What follows belongs to an exercise in optimizing a design on an open flow for small area, a short achievable clock period and few clock cycles per item; a production flow would make more cautious choices. Function was checked by simulation only, so behaviour that the tests miss may differ from the original. No activity file was given, so power comes from the tool's default toggle rates.

## ssrb_raster
module ssrb_raster (
    input  wire        clk,
    input  wire        rst,         
    input  wire        sp_valid,
    output wire        sp_ready,
    input  wire [31:0] sp_data,
    output reg         done,
    input  wire [3:0]  rd_col,
    input  wire [2:0]  rd_row,
    output wire [23:0] rd_pix
);
    localparam W   = 16;
    localparam H   = 8;
    localparam NB  = 2049;
    localparam [7:0] HUE = 8'h96;
    assign sp_ready = 1'b1;
    wire take = sp_valid;
    reg  [11:0] bin_cnt;
    wire [11:0] bin_nxt = {bin_cnt[10:0], bin_cnt[11] ^ bin_cnt[10] ^ bin_cnt[9] ^ bin_cnt[3]};
    wire        last = (bin_cnt == 12'h056);
    reg         hit;                
    always @(*) begin
        case (bin_cnt)
            12'h001, 12'h6d4, 12'ha66, 12'h228,
            12'ha82, 12'h171, 12'h539, 12'hd3e: hit = 1'b1;
            default: hit = 1'b0;
        endcase
    end
    reg  [2:0]  row;                
    reg  [2:0]  nrow;               
    reg         pend;               
    reg  [3:0]  off;                
    wire        ld = take && hit;
    localparam [1:0] S_IDLE = 2'd0, S_TST = 2'd1, S_SCL = 2'd2, S_SRC = 2'd3;
    reg  [1:0]  st;
    reg         f;                  
    reg  [7:0]  E;                  
    reg  [26:0] P;                  
    reg         sgn;                
    reg  [2:0]  d;                  
    reg  [5:0]  t;                  
    reg  [2:0]  cg, ce;             
    wire [2:0]  cg_n, ce_n;
  ...
Size in the first run: roughly 3100 cells after synthesis, about 36000 um^2 of cells after synthesis.
export LEC_CHECK = 0
export CAP_MARGIN = 20
export CORE_MARGIN = 2
export CORE_UTILIZATION = 75
export CTS_CLUSTER_DIAMETER = 80
export CTS_CLUSTER_SIZE = 28
export PLACE_DENSITY = 0.9
export SLEW_MARGIN = 20
export SYNTH_HIERARCHICAL = 1
export SYNTH_MEMORY_MAX_BITS = 16384
export SYNTH_MINIMUM_KEEP_SIZE = 0
create_clock -name core_clock -period 15.0 [get_ports {clk}]
standard.sh (not shown) runs the stock make flow with config.mk's settings and CLKGATE_MAP_FILE= SYNTH_SCRIPT=/design/flow/synth_recipe.tcl, a recipe that flattens the netlist after the stock synthesis.
==> flow/flow/run.sh <==
#!/bin/bash
# Layout flow: the standard flow's own layout (standard.sh, all ORFS steps from the
# standard synthesis to finish) with one change to the port buffers.
# buffer_ports still gives every input and output port a buffer, a buf_8
# here; then, after global placement, flow/ports.tcl makes all of them but
# those of the read address inputs rd_row and rd_col, which fan out across
# the read port, buf_2 cells. make's full output goes to standard.log here.
set -euo pipefail
bash standard.sh "BUFFER_PORTS_ARGS=-buffer_cell sky130_fd_sc_hd__buf_8" \
    "POST_GLOBAL_PLACE_TCL=$PWD/flow/ports.tcl" finish > standard.log 2>&1
==> flow/flow/ports.tcl <==
# Port buffers. buffer_ports gave every input and output port a buf_8; after
# global placement, the buffers of all ports but the read address inputs
# rd_row and rd_col (which fan out across the read port) become buf_2.
set block [ord::get_db_block]
foreach bterm [$block getBTerms] {
  set name [$bterm getName]
  if {[string match "rd_row*" $name] || [string match "rd_col*" $name]} { continue }
  set net [$bterm getNet]
  if {$net == "NULL"} { continue }
  foreach iterm [$net getITerms] {
    set inst [$iterm getInst]
    set master [[$inst getMaster] getName]
    if {$master == "sky130_fd_sc_hd__buf_8"} {
      puts "port $name: [$inst getName] $master -> sky130_fd_sc_hd__buf_2"
      replace_cell [get_cells [$inst getName]] sky130_fd_sc_hd__buf_2
    }
  }
}
Testbench counts at the start, summed over its fixed seeds: cycles 524,560, columns 256.
Change:
--- a/flow/config.mk
+++ b/flow/config.mk
@@ -8,8 +8,8 @@
 export CAP_MARGIN = 20
 export CORE_MARGIN = 2
-export CORE_UTILIZATION = 75
+export CORE_UTILIZATION = 65
 export CTS_CLUSTER_DIAMETER = 80
 export CTS_CLUSTER_SIZE = 28
-export PLACE_DENSITY = 0.9
+export PLACE_DENSITY = 0.8
 export SLEW_MARGIN = 20
 export SYNTH_HIERARCHICAL = 1
Effect:
- The changed run went through all stages and came out clean
- cell area increases by 0.74%
- wire length shrinks by 4.9%
- total power is about the same
- global-route usage drops by 6.5 points
- count of clock-buffer cells in the layout fell by 2
- cell count increases by 3.6%
Change:
--- a/flow/config.mk
+++ b/flow/config.mk
@@ -8,8 +8,8 @@
 export CAP_MARGIN = 20
 export CORE_MARGIN = 2
-export CORE_UTILIZATION = 65
+export CORE_UTILIZATION = 70
 export CTS_CLUSTER_DIAMETER = 80
 export CTS_CLUSTER_SIZE = 28
-export PLACE_DENSITY = 0.8
+export PLACE_DENSITY = 0.85
 export SLEW_MARGIN = 20
 export SYNTH_HIERARCHICAL = 1
=> The new run completed with no timing, DRC or antenna violations; worst setup slack gains 0.19 ns; fmax came out higher by 4.2%; area after synthesis does not change; non-clock buffer count came out lower by 5; core utilization came out higher by 5.2 points; global-route usage came out higher by 2.7 points.

-- static timing again, ports no longer ideal --
No port has a modelled driver above. Below, the same layouts with a new extraction and two added sets of constraints.
Step 1 (the two cells are an assumption about what drives the block):
set clk [get_ports {clk}]
set_driving_cell -lib_cell sky130_fd_sc_hd__clkbuf_16 $clk
set_driving_cell -lib_cell sky130_fd_sc_hd__buf_2 [delete_from_list [all_inputs] $clk]
Step 2, shift: input delay + t, output delay - t, t = (earliest + latest rising clock arrival at the registers) / 2. This alone moves slack from input paths to output paths.
Slacks: ideal ports / drivers / drivers and shift; pairs: ideal ports / drivers.
| run | shift t [ns] | setup slack, ns | worst hold slack (ns) | worst setup path at the end | worst data-port slew with drivers (ns) |
|---|---|---|---|---|---|
| the first run | 0.694 | 10.309 / 10.311 / 9.617 | 0.346 / 0.346 / 0.346 | input to register | 0.06 |
| the second run | 0.690 | 10.283 / 10.276 / 9.586 | 0.343 / 0.343 / 0.343 | input to register | 0.07 |
| the third run | 0.689 | 10.474 / 10.414 / 9.794 | 0.337 / 0.337 / 0.337 | input to register | 0.05 |
After both steps every run listed still meets setup and hold. The setup slack of the second run, which loses most, moves by -0.007 ns with the drivers and by -0.697 ns with both steps.
